This is an optimization exercise on Yosys and OpenROAD, whose aim is small area, a short achievable clock period and few clock cycles, not a production implementation.
No run shown here included a check of the RTL's function; only the layout flow was run.
Power and IR drop assume default switching activity.

===== constraint.sdc =====
create_clock -name core_clock -period 6.0 [get_ports {clk}]
set_input_delay 1.2000 -clock core_clock [delete_from_list [all_inputs] [get_ports {clk}]]
set_output_delay 1.2000 -clock core_clock [all_outputs]
set_load 0.01 [all_outputs]

===== run.sh =====
#!/bin/bash
# synth_recipe.tcl (not shown) runs the flow's synth.tcl, then flattens the netlist and writes it again
# the make line also repeats each setting of config.mk as NAME=value (left out here)
make -C /OpenROAD-flow-scripts/flow DESIGN_CONFIG=/design/flow/config.mk WORK_HOME=/design/flow/orfs CLKGATE_MAP_FILE= SYNTH_SCRIPT=/design/flow/synth_recipe.tcl finish

===== design.v =====
module kmsig_transport (
    input              clk,
    input              rst,
    input              ev_valid,
    output             ev_ready,
    input      [2:0]   ev_type,
    input      [7:0]   ev_data,
    output reg         ans_valid,
    output reg [1:0]   ans_code,
    output reg [7:0]   ans_byte,
    input              init,
    input      [6:0]   init_addr,
    input              dis,
    input              ui_we,
    input      [1:0]   ui_wave,
    input      [63:0]  ui_freq,
    input      [1:0]   chg_clr,
    output             idle,
    output     [1:0]   wave,
    output     [63:0]  freq,
    output     [135:0] str0,
    output     [135:0] str1,
    output     [1:0]   chg
);
    localparam EV_ADDRW  = 3'd0;
    localparam EV_ADDRR  = 3'd1;
    localparam EV_RXBYTE = 3'd2;
    localparam EV_TXBYTE = 3'd3;
    localparam EV_TERM   = 3'd4;
    localparam EV_BUSERR = 3'd5;
    localparam ANS_NONE = 2'd0;
    localparam ANS_ACK  = 2'd1;
    localparam ANS_NACK = 2'd2;
    localparam ANS_OUT  = 2'd3;
    localparam BS_IDLE = 2'd0;
    localparam BS_RX   = 2'd1;
    localparam BS_TX   = 2'd2;
    localparam [7:0]  DIV_D = 8'd93;
    localparam [33:0] FMAX  = 34'd12500000000;
    localparam [33:0] XMAX  = 34'd12500000046;     
    localparam [27:0] RMAX  = 28'd134408602;       
    localparam K  = 6;
    localparam NC = 5;
    localparam NS = K * NC;
    reg        armed;
    reg [6:0]  slave_addr;
    reg [1:0]  bus_state;
    reg [7:0]  rxbuf [0:7];
    reg [3:0]  rxlen;
    reg [7:0]  txbuf [0:3];
    reg        tx4;           
    reg [2:0]  txidx;
    reg [30:0] resp;          
    reg        resp_valid;
    reg        pend1;         
    reg        busy;          
    reg [2:0]  div_cnt;
    reg [6:0]  div_rem;
    reg [27:0] fr;            
    reg [1:0]  wave_r;
    reg [63:0] freq_r;
    reg [6:0]  s0 [0:14];     
    reg [6:0]  s1 [0:14];
    reg [1:0]  chg_r;
    wire in_rx   = (bus_state == BS_RX);
    wire in_tx   = (bus_state == BS_TX);
    wire [1:0] rx_words = (rxlen[1:0] == 2'd0) ? rxlen[3:2] : 2'd0;
    wire rx_has_words = in_rx && (rx_words != 2'd0);
    assign ev_ready = !(busy && rx_has_words);
    wire accept  = ev_valid && ev_ready;
    wire is_addr = (ev_type == EV_ADDRW) || (ev_type == EV_ADDRR);
    wire ends_rx = (ev_type == EV_TERM) || is_addr;
    wire deliver = accept && ends_rx && rx_has_words;
    wire addr_match = armed && (ev_data[6:0] == slave_addr);
    wire [31:0] word0 = {rxbuf[0], rxbuf[1], rxbuf[2], rxbuf[3]};
    wire [31:0] word1 = {rxbuf[4], rxbuf[5], rxbuf[6], rxbuf[7]};
    wire        exec  = deliver || pend1;
    wire [31:0] w     = pend1 ? word1 : word0;
    wire [2:0]  tag   = w[31:29];
    wire        x_wave = exec && (tag == 3'd0);
    wire        x_freq = exec && (tag == 3'd1);
    wire        x_qry  = exec && (tag == 3'd5);
    wire        x_str  = exec && (tag == 3'd7) && (w[23:21] <= 3'd4);
    wire        sel    = w[25];
    wire [2:0]  slot   = w[23:21];
    function [1:0] enc_wave(input [1:0] idx);
        case (idx)
            2'd0:    enc_wave = 2'b10;    
            2'd1:    enc_wave = 2'b11;    
            2'd2:    enc_wave = 2'b01;    
            default: enc_wave = 2'b00;    
        endcase
    endfunction
    wire [35:0] f_cmd  = w[28:0] * 36'd93;
    wire [27:0] fr_cmd = (w[28:0] > {1'b0, RMAX}) ? RMAX : w[27:0];
    wire        f_sat = (|freq_r[63:34]) || (freq_r[33:0] > FMAX);
    wire [33:0] x     = f_sat ? XMAX : (freq_r[33:0] + 34'd46);
    wire [NS-1:0] xs  = x[NS-1:0];
    wire [6:0]  rem0  = (div_cnt == 3'd0) ? {{(41-NS){1'b0}}, x[33:NS]} : div_rem;
    wire [K-1:0] xbits = xs[NS-1 - K*div_cnt -: K];
    reg  [7:0]   dtry;
    reg  [6:0]   drem;
    reg  [K-1:0] dq;
    integer j;
    always @(*) begin
        drem = rem0;
        for (j = K - 1; j >= 0; j = j - 1) begin
            dtry = {drem, xbits[j]};
            dq[j] = (dtry >= DIV_D);
            drem = dq[j] ? (dtry - DIV_D) : dtry[6:0];
        end
    end
    always @(posedge clk) begin
        if (rst) begin
            armed      <= 1'b0;
            bus_state  <= BS_IDLE;
            rxlen      <= 4'd0;
            resp       <= 31'd0;
            resp_valid <= 1'b0;
            ans_valid  <= 1'b0;
            ans_code   <= ANS_NONE;
            ans_byte   <= 8'd0;
            pend1      <= 1'b0;
            busy       <= 1'b0;
        end else begin
            ans_valid <= accept;
            pend1     <= deliver && (rx_words == 2'd2);
            if (accept) begin
                ans_code <= ANS_NONE;
                case (ev_type)
                    EV_ADDRW, EV_ADDRR: begin
                        rxlen <= 4'd0;
                        if (addr_match) begin
                            ans_code  <= ANS_ACK;
                            bus_state <= (ev_type == EV_ADDRW) ? BS_RX : BS_TX;
                        end else begin
                            ans_code  <= ANS_NACK;
                            bus_state <= BS_IDLE;
                        end
                    end
                    EV_RXBYTE: begin
                        if (in_rx) begin
                            if (!rxlen[3]) begin
                                rxlen    <= rxlen + 4'd1;
                                ans_code <= ANS_ACK;
                            end else begin
                                ans_code <= ANS_NACK;
                            end
                        end
                    end
                    EV_TXBYTE: begin
                        if (in_tx)
                            ans_code <= ANS_OUT;
                    end
                    EV_TERM, EV_BUSERR: begin
                        bus_state <= BS_IDLE;
                    end
                    default: ;
                endcase
            end
            if (dis)
                armed <= 1'b0;
            if (init) begin
                armed      <= 1'b1;
                bus_state  <= BS_IDLE;
                resp       <= 31'd0;
                resp_valid <= 1'b0;
            end
            if (x_qry) begin
                resp       <= {enc_wave(wave_r), 1'b0, fr};
                resp_valid <= 1'b1;
            end
            if (ui_we)
                busy <= 1'b1;
            else if (busy && div_cnt == NC - 1)
                busy <= 1'b0;
        end
    end
    always @(posedge clk) begin
        if (init)
            slave_addr <= init_addr;
        if (accept && ev_type == EV_RXBYTE && in_rx && !rxlen[3])
            rxbuf[rxlen[2:0]] <= ev_data;
        if (accept && ev_type == EV_ADDRR && addr_match) begin
            txbuf[0] <= resp[7:0];
            txbuf[1] <= resp[15:8];
            txbuf[2] <= resp[23:16];
            txbuf[3] <= {1'b0, resp[30:24]};
            tx4      <= resp_valid;
            txidx    <= 3'd0;
        end
        if (accept && ev_type == EV_TXBYTE && in_tx) begin
            if (txidx == 3'd0 || (tx4 && !txidx[2])) begin
                ans_byte <= txbuf[txidx[1:0]];
                txidx    <= txidx + 3'd1;
            end else begin
                ans_byte <= 8'hFF;
            end
        end
        if (ui_we)
            div_cnt <= 3'd0;
        else if (busy) begin
            div_cnt <= div_cnt + 3'd1;
            div_rem <= drem;
        end
    end
    always @(posedge clk) begin
        if (rst) begin
            wave_r <= 2'd3;
            freq_r <= 64'd0;
            fr     <= 28'd0;
            chg_r  <= 2'b00;
        end else begin
            if (x_wave)
                wave_r <= {w[5] | w[2], w[4] | w[1]};
            if (x_freq) begin
                freq_r <= {28'd0, f_cmd};
                fr     <= fr_cmd;
            end
            if (busy)
                fr <= {fr[27-K:0], dq};
            if (ui_we) begin
                wave_r <= ui_wave;
                freq_r <= ui_freq;
            end
            chg_r <= (chg_r | ({1'b0, x_str} << sel)) & ~chg_clr;
        end
    end
    genvar g;
    generate
        for (g = 0; g < 15; g = g + 1) begin : g_str
            localparam [2:0] SL = g / 3;
            localparam       FI = g % 3;
            wire [6:0] fld = (FI == 0) ? w[20:14] : (FI == 1) ? w[13:7] : w[6:0];
            wire hit  = x_str && (slot == SL) && (g < 15);
            wire hitz = x_str && (FI == 0) && (g > 0) && (slot == SL - 3'd1);
            always @(posedge clk) begin
                if (rst) begin
                    s0[g] <= 7'd0;
                    s1[g] <= 7'd0;
                end else begin
                    if ((hit || hitz) && !sel) s0[g] <= hit ? fld : 7'd0;
                    if ((hit || hitz) &&  sel) s1[g] <= hit ? fld : 7'd0;
                end
            end
            assign str0[8*g +: 8] = {1'b0, s0[g]};
            assign str1[8*g +: 8] = {1'b0, s1[g]};
        end
    endgenerate
    assign str0[135:120] = 16'd0;
    assign str1[135:120] = 16'd0;
    assign idle = !pend1 && !busy;
    assign wave = wave_r;
    assign freq = freq_r;
    assign chg  = chg_r;
endmodule

===== config.mk =====
export PLATFORM = sky130hd
export DESIGN_NAME = kmsig_transport
export DESIGN_NICKNAME = kmsig_transport
export VERILOG_FILES = /design/flow/design.v
export SDC_FILE = /design/flow/constraint.sdc
export NUM_CORES = 4
export LEC_CHECK = 0
export CAP_MARGIN = 20
export CORE_MARGIN = 2
export CORE_UTILIZATION = 40
export PLACE_DENSITY = 0.6
export SLEW_MARGIN = 20

==> qor.yml, run 1 <==
status: "no timing/DRC/antenna violations"
die_x_um: 219
n_antenna_cell: 0
port_buffers: 374
netlist.area_leader.share: 0.317
antenna_found_initial: 4
cts_buffer_depth: 3
cts_resized: 0
grt_pass1_vias: 14200
clock_latency_ns: 0.57
drive_gt1_frac: 0.0675
synth_edf_count: 71
reg2reg_to: "freq_r[21]"
cts_buffers: 42
p_per_area_nw_per_um2: 221
tightestPinTransition_ns: 0.963
synthTopCellsByArea: "dfxtp_1, edfxtp_1, fa_1, ha_1, nor2_1"
antenna_left: 0
grt_pass1_wl_um: 84000
clkTransAtPathRegs_ns: 0.06
critPathArrivalTime_ns: 6.04
top_layer_used: "met5"
min_period_over_period: 0.925
synth-seq-cells: 364
yosysSeqAreaShare: 0.432
grt_usage: 0.229
gp_congestion: 0.876
root_buffer: "clkbuf_16"
worstSetupEndpoint: "freq_r[21]"
vias_per_cell: 5.18
dr_wl_met3_um: 3070
ys_warn_count: 20
worstSetupPathType: "flop to flop"
tns_ns: 0
h-tree-depth: 2
grt_start_max_net_pins: 164
yosysTopAreaCell: "dfxtp_1"
worst_setup_path_end_kind: "flop"
post-route-util: 0.526
avgRoutedWirePerCell_um: 19.4
first_iter_violations: 1127
crit_path_max_incr_delay_ns: 0.58
seqCellArea_um2: 8000
yosysMostFrequentCell: "nor2_1"
multi_input_area_um2: 9230
syn2layout_area_growth_pct: 29.4
fin_crit_ns: 5.55
grt_overflow: 0
synth_ff_type: "dfxtp_1"
final_net_count: 2545
cp_cell_sequence: "buf_12, mux2i_2, inv_1, ha_1, fa_1, fa_1, inv_1, fa_1, inv_1, ha_1, a21oi_1, o21a_1, o22ai_1, o21ai_0, mux2_2, a2111oi_0, a21oi_1, nor2_1"
worstPathMaxFanout: 15
drv_cap: 0
hold_class: "flop to flop"
synthArstFlopShare: 0
crit_start: "pend1"
vias: 15000
ys_types: 74
hpwl_um: 41000
ir_drop_v: 0.000210
cts_tree: "done"
wl_um: 56100
rsz0062_at_grt: "false"
cp_slowest_cell: "dfxtp_2"
finalSetupViolations: 0
required_ns: 6.49
core_um2: 45600
wl_met1_um: 23600
synthTopCellsByCount: "nor2_1, dfxtp_1, a211oi_1"
route.detailed.drc: 0
cts_setup_buffers: 0
n_fill_cell: 4189
mappedNetlistArea_um2: 18500
met2_length_um: 28000
syn_area_per_cell_um2: 9.60
final_hold_viol_count: 0
ios: 445
reg2regPathDepth: 18
start_kind: "flop"
reg2reg_slack_ns: 0.45
fin_skew_ns: 0.0183
rows: 78
die_area_um2: 48000
firstDrtPassIters: 7
leakage_uw: 0.00911
cts.sinks: 364
start_util: 0.406
rr_startpoint: "pend1"
cts_hold_buf: 0
fmax_ghz: 0.180
netlist_instances: 1928
die_h_um: 219
drv_slew: 0
slew-limit-headroom: 0.356
==> per-stage QoR <==
stage	total power (uW)	setup WS, ns	hold slack [ns]	cells	instance area (um^2)
after CTS	5360	0.456	0.463	2897	24000
after floorplan	2750	0.297	0.451	1997	18800
after global routing	5470	0.107	0.485	2897	24000
after global placement	2870	0.589	0.449	2822	22600
after detailed placement	2870	0.490	0.452	2822	22600
final	5300	0.452	0.460	2897	24000
==> area by class of cell <==
type                            instances  share of cell area
Timing Repair Buffer                  418               0.171
Sequential cell                       364               0.334
Clock inverter                         12             0.00397
Clock buffer                           63              0.0517
Multi-Input combinational cell       1296               0.385
Inverter                              144              0.0226
Tap cell                              600              0.0313
==> metal layers <==
layer | track usage | vias up
li1 | - | 7199
met1 | 0.293 | 7250
met5 | 0 | -
met4 | 0.0687 | 2
met3 | 0.0356 | 82
met2 | 0.396 | 459
==> how the worst min path moves through the flow <==
stage | endpoint | slack (ns) | depth (start not counted) | start
after floorplan | armed | 0.45 | 2 | armed
after global placement | ans_code[1] | 0.45 | 2 | ans_code[1]
after detailed placement | ans_code[1] | 0.45 | 2 | ans_code[1]
after CTS | ans_code[1] | 0.46 | 2 | ans_code[1]
after global routing | ans_code[1] | 0.48 | 2 | ans_code[1]
final | chg_r[0] | 0.46 | 2 | chg_r[0]
==> state kept, by name (all words and copies together) (netlist names), 2 cells and up <==
register	count
s0	105
bus_state	2
wave_r	2
freq_r	64
rxlen	4
ans_code	2
rxbuf	64
s1	105
chg_r	2
div_cnt	3
slave_addr	7
==> critical path, delay by kind of cell (launching register included) <==
kind                       cells  cell delay [ns]
AOI/OAI and AO/OA              6             1.35
muxes                          2             0.63
adders and majority gates      5             2.30
and+or+nand+nor                1             0.11
buffers and inverters          4             0.48
DFF                            1             0.58
==> layout by cell type, fill, tap and decap left out, types with 4 or more instances in the layout <==
| cell type | instances |
|---|---|
| clkbuf_1 | 10 |
| dfxtp_1 | 292 |
| nand2_1 | 101 |
| fa_1 | 77 |
| and3_1 | 13 |
| a211oi_1 | 169 |
| edfxtp_1 | 71 |
| o21ai_0 | 25 |
| a21o_1 | 7 |
| clkbuf_16 | 42 |
| a21oi_1 | 112 |
| clkinv_2 | 6 |
| ha_1 | 110 |
| o31a_1 | 4 |
| mux2i_1 | 18 |
| and2_1 | 4 |
| inv_1 | 137 |
| clkbuf_8 | 11 |
| nor2_1 | 344 |
| a22oi_1 | 58 |
| mux2i_2 | 11 |
| nor3_1 | 12 |
| nor2b_1 | 5 |
| nor2_4 | 5 |
| clkdlybuf4s50_1 | 372 |
| xnor2_1 | 16 |
| conb_1 | 70 |
| xor2_1 | 17 |
| and4_1 | 4 |
| o21bai_1 | 6 |
| o22ai_1 | 10 |
| o211ai_1 | 5 |
| buf_4 | 43 |
| nand4_1 | 7 |
| clkinv_1 | 7 |
| a311oi_1 | 4 |
| o21a_1 | 7 |
| a221oi_1 | 8 |
==> logic make-up after synthesis <==
group	after synthesis	share of synthesized area
AOI/OAI and AO/OA	445	0.165
xor gates and xnor gates	33	0.0156
adders and majority gates	187	0.158
buffers and inverters	337	0.0883
DFF	364	0.432
muxes	34	0.0185
other	1	0.000203
and+or+nand+nor	527	0.122
==> where the power goes <==
part	switching, uW	total [uW]	internal, uW
sequential	17.9	2540	2520
clock	1040	2480	1440
combinational	147	276	130
total	1210	5300	4090
==> run 2: changes to the inputs <==
--- a/design.v
+++ b/design.v
@@ -58,4 +58,6 @@
     reg [6:0]  div_rem;
     reg [27:0] fr;            
+    reg [3:0]  m_cnt;         
+    reg [6:0]  m_carry;
     reg [1:0]  wave_r;
     reg [63:0] freq_r;
@@ -92,12 +94,20 @@
         endcase
     endfunction
-    wire [35:0] f_cmd  = w[28:0] * 36'd93;
     wire [27:0] fr_cmd = (w[28:0] > {1'b0, RMAX}) ? RMAX : w[27:0];
     wire        f_sat = (|freq_r[63:34]) || (freq_r[33:0] > FMAX);
     wire [33:0] x     = f_sat ? XMAX : (freq_r[33:0] + 34'd46);
-    wire [NS-1:0] xs  = x[NS-1:0];
-    wire [6:0]  rem0  = (div_cnt == 3'd0) ? {{(41-NS){1'b0}}, x[33:NS]} : div_rem;
-    wire [K-1:0] xbits = xs[NS-1 - K*div_cnt -: K];
+    reg  [6:0]   rem0;
+    reg  [K-1:0] xbits;
+    always @(*) begin
+        case (div_cnt)
+            3'd0:    begin rem0 = {3'd0, x[33:30]}; xbits = x[29:24]; end
+            3'd1:    begin rem0 = div_rem;          xbits = x[23:18]; end
+            3'd2:    begin rem0 = div_rem;          xbits = x[17:12]; end
+            3'd3:    begin rem0 = div_rem;          xbits = x[11:6];  end
+            default: begin rem0 = div_rem;          xbits = x[5:0];   end
+        endcase
+    end
     reg  [7:0]   dtry;
+    reg  [8:0]   ddif;
     reg  [6:0]   drem;
     reg  [K-1:0] dq;
@@ -106,9 +116,25 @@
         drem = rem0;
         for (j = K - 1; j >= 0; j = j - 1) begin
-            dtry = {drem, xbits[j]};
-            dq[j] = (dtry >= DIV_D);
-            drem = dq[j] ? (dtry - DIV_D) : dtry[6:0];
-        end
-    end
+            dtry  = {drem, xbits[j]};
+            ddif  = {1'b0, dtry} - {1'b0, DIV_D};
+            dq[j] = !ddif[8];
+            drem  = ddif[8] ? dtry[6:0] : ddif[6:0];
+        end
+    end
+    wire [3:0]  m_dig = freq_r[3:0];
+    reg  [10:0] m_tab;
+    always @(*) begin
+        case (m_dig)
+            4'd0:  m_tab = 11'd0;    4'd1:  m_tab = 11'd93;
+            4'd2:  m_tab = 11'd186;  4'd3:  m_tab = 11'd279;
+            4'd4:  m_tab = 11'd372;  4'd5:  m_tab = 11'd465;
+            4'd6:  m_tab = 11'd558;  4'd7:  m_tab = 11'd651;
+            4'd8:  m_tab = 11'd744;  4'd9:  m_tab = 11'd837;
+            4'd10: m_tab = 11'd930;  4'd11: m_tab = 11'd1023;
+            4'd12: m_tab = 11'd1116; 4'd13: m_tab = 11'd1209;
+            4'd14: m_tab = 11'd1302; default: m_tab = 11'd1395;
+        endcase
+    end
+    wire [10:0] m_sum = m_tab + {4'd0, m_carry};
     always @(posedge clk) begin
         if (rst) begin
@@ -120,8 +146,12 @@
             ans_valid  <= 1'b0;
             ans_code   <= ANS_NONE;
-            ans_byte   <= 8'd0;
             pend1      <= 1'b0;
             busy       <= 1'b0;
+            m_cnt      <= 4'd0;
         end else begin
+            if (x_freq)
+                m_cnt <= 4'd9;
+            else if (m_cnt != 4'd0)
+                m_cnt <= m_cnt - 4'd1;
             ans_valid <= accept;
             pend1     <= deliver && (rx_words == 2'd2);
@@ -198,4 +228,8 @@
             end
         end
+        if (x_freq)
+            m_carry <= 7'd0;
+        else
+            m_carry <= m_sum[10:4];
         if (ui_we)
             div_cnt <= 3'd0;
@@ -215,7 +249,8 @@
                 wave_r <= {w[5] | w[2], w[4] | w[1]};
             if (x_freq) begin
-                freq_r <= {28'd0, f_cmd};
+                freq_r <= {35'd0, w[28:0]};
                 fr     <= fr_cmd;
-            end
+            end else if (m_cnt != 4'd0)
+                freq_r[35:0] <= {m_sum[3:0], freq_r[35:4]};
             if (busy)
                 fr <= {fr[27-K:0], dq};
@@ -250,5 +285,5 @@
     assign str0[135:120] = 16'd0;
     assign str1[135:120] = 16'd0;
-    assign idle = !pend1 && !busy;
+    assign idle = !pend1 && !busy && (m_cnt == 4'd0);
     assign wave = wave_r;
     assign freq = freq_r;
==> qor.yml, run 2 <==
synth_ff_type: "dfxtp_1"
cts_tree: "done"
vias: 21100
reg_top3: "s0 x105, s1 x105"
h-tree-depth: 2
route.detailed.drc: 0
worst_hold_slack_ns: 0.432
die_h_um: 243
mappedNetlistArea_um2: 22900
dp.cells: 3754
so_faults: "negative setup slack"
cp_num_cells: 34
reg2reg_slack_ns: -1.02
ios: 445
synthAdderAreaFrac: 0.0194
min_to: "txbuf[2][6]"
cts.sinks: 494
vias_per_cell: 5.44
syn_area_per_cell_um2: 9.21
grt_usage: 0.275
hp-start: "resp[22]"
synthXorXnorAreaFrac: 0.0218
synth-simple-area-share: 0.179
syn2layout_area_growth_pct: 38.5
yosysSeqAreaShare: 0.483
synth-compound-area-share: 0.202
fmax_ghz: 0.142
yosysTopAreaCell: "dfxtp_1"
start_util: 0.406
p_total_uw: 15700
synthTopCellsByCount: "nor2_1, dfxtp_1, a211oi_1"
clkTransAtPathRegs_ns: 0.06
netlist_instances: 2487
leakage_uw: 0.0114
drive_gt1_frac: 0.195
first_iter_violations: 1373
rr_startpoint: "freq_r[58]"
finalSetupViolations: 9
drv_slew: 0
design_area_um2: 31700
cts_hold_buf: 0
worstSetupPathType: "flop to flop"
slew-limit-headroom: 0.315
path_buf_inv: 7
start_kind: "flop"
fin_ws_ns: -1.02
hold_class: "flop to flop"
crit_path_max_incr_delay_ns: 0.43
mostFrequentLayoutCells: "nor2_1, clkdlybuf4s50_1, dfxtp_1"
fin_skew_ns: 0.0263
hold_path_depth: 0
antenna_left: 0
ir_drop_v: 0.000759
post-route-util: 0.562
antenna_found_initial: 8
n_fill_cell: 5035
finalNonFillerCells: 3879
cp_top_family: "compound AO/OA/AOI/OAI gates"
synth-seq-cells: 494
worstPathMaxFanout: 5
cts_buffers: 53
muxShareOfSynthArea: 0.0357
clock_latency_ns: 0.61
drv_cap: 0
final_hold_viol_count: 0
yosysMostFrequentCell: "nor2_1"
ys_types: 107
grt_overflow: 0
required_ns: 6.35
core_um2: 56500
status: "finished with violations"
p_per_area_nw_per_um2: 495
cp_slowest_cell: "a311oi_2"
final_common_cell: "nor2_1"
root_buffer: "clkbuf_16"
grt_pass1_vias: 20700
avgRoutedWirePerCell_um: 21.6
cts_buffer_depth: 3
gp_congestion: 0.892
die_area_um2: 59200
fin_crit_ns: 7.02
synthTopCellsByArea: "dfxtp_1, edfxtp_1, a211oi_1, nor2_1, a21oi_1"
hpwl_um: 61700
wl_um: 84000
synthArstFlopShare: 0
grt_pass1_wl_um: 127000
port_buffers: 382
tightestPinTransition_ns: 1.03
place_area_um2: 29400
rsz0062_at_grt: "true"
reg2reg_to: "div_rem[3]"
die_x_um: 243
firstDrtPassIters: 6
grt_start_max_net_pins: 172
worst_setup_path_end_kind: "flop"
final_net_count: 3202
critPathArrivalTime_ns: 7.37
synth_edf_count: 117
ys_warn_count: 4
reg2regPathDepth: 34
min_period_over_period: 1.17
netlist.area_leader.share: 0.329
synth_top_family_by_area: "compound AO/OA/AOI/OAI gates"
rows: 87
-- run 2: cell types whose count changed in the layout (fill, tap and decap cells not counted), sizes merged, moves of 57 or more --
cell and change:
inv -93, nand2 +68, ha -77, nor3 +57
buf +291, nor2 +84, fa -76, a211oi +60
dfxtp +84
-- run 2: cell type report --
class                      instances  area (um^2)  share of cell area
antenna                            2         5.00            0.000158
clock buffer                      80         1560              0.0492
clock inverter                    20          267             0.00840
inverter                          46          173             0.00544
multi-input combinational       1764        11300               0.356
sequential                       494        11100               0.349
tap                              756          946              0.0298
timing repair buffer             717         6390               0.201
-- run 2: through the flow --
step	worst slack [ns]	setup TNS (ns)
after global placement	-1.32	-10.08
after floorplan	-0.949	-6.17
final	-1.02	-7.68
after detailed placement	-1.45	-11.59
after global routing	-1.37	-10.68
after CTS	-1.02	-8.00
-- run 2: logic make-up (layout without fill, tap and decap cells) --
family / count (synthesis) / count (layout)
mux: 79 / 79
flops: 494 / 494
simple gates: 888 / 888
buf+inv: 290 / 863
fa+ha+maj: 35 / 35
compound gates: 643 / 643
other cells: 1 / 64
xor+xnor: 57 / 57
-- run 2: worst max path at each step --
stage               startpoint          to  slack [ns]
floorplan            freq_r[6]  div_rem[2]       -0.95
CTS                 freq_r[58]  div_rem[1]       -1.02
detailed placement  freq_r[61]  div_rem[2]       -1.45
global placement    freq_r[61]  div_rem[2]       -1.32
global route        freq_r[58]  div_rem[3]       -1.37
finish              freq_r[58]  div_rem[3]       -1.02
-- run 2: power by group --
group | switching, uW | total [uW] | internal, uW | leakage [uW]
Combinational | 4190 | 8380 | 4190 | 0.00645
Clock | 1390 | 3410 | 2020 | 0.000891
Sequential | 187 | 3920 | 3730 | 0.00408
-- run 2: repair_timing --
item | CTS | global route
endpoints found under the setup margin | 9 | 9
endpoints found under the hold margin | 0 | 0
buffers inserted | 19 | 4
resized for setup | 33 | 26
pin swaps | 34 | 13
gates cloned | 0 | 0
-- run 2: layer usage --
| layer | global-route usage | part of all wire | routed length (um) | up-vias |
|---|---|---|---|---|
| li1 | - | - | - | 10100 |
| met1 | 0.359 | 0.44 | 36800 | 10200 |
| met2 | 0.450 | 0.46 | 38900 | 663 |
| met3 | 0.0728 | 0.074 | 6180 | 122 |
| met4 | 0.0706 | 0.024 | 2050 | 10 |
| met5 | 0 | 0.00080 | 67 | - |

==> static timing again, ports no longer ideal <==
How much do the figures lean on ideal ports? The routed layouts below were timed once more, with nothing changed but the port constraints.
Step 1 (the two cells are an assumption about what drives the block):
set clk [get_ports {clk}]
set_driving_cell -lib_cell sky130_fd_sc_hd__clkbuf_16 $clk
set_driving_cell -lib_cell sky130_fd_sc_hd__buf_2 [delete_from_list [all_inputs] $clk]
Step 2 also shifts input and output timing later by t, the mid clock arrival at the registers, as if the neighbouring blocks saw the same clock.
Slacks: ideal ports / drivers / drivers and shift; pairs: ideal ports / drivers.
| run | shift t [ns] | slack for setup (ns) | worst register clock-pin slew, ns |
|---|---|---|---|
| run 1 | 0.613 | 0.452 / 0.451 / 0.451 | 0.06 / 0.06 |
| run 2 | 0.651 | -1.023 / -1.023 / -1.023 | 0.07 / 0.07 |
The setup slack of run 1, which loses most, moves by -0.001 ns with the drivers and by -0.001 ns with both steps.
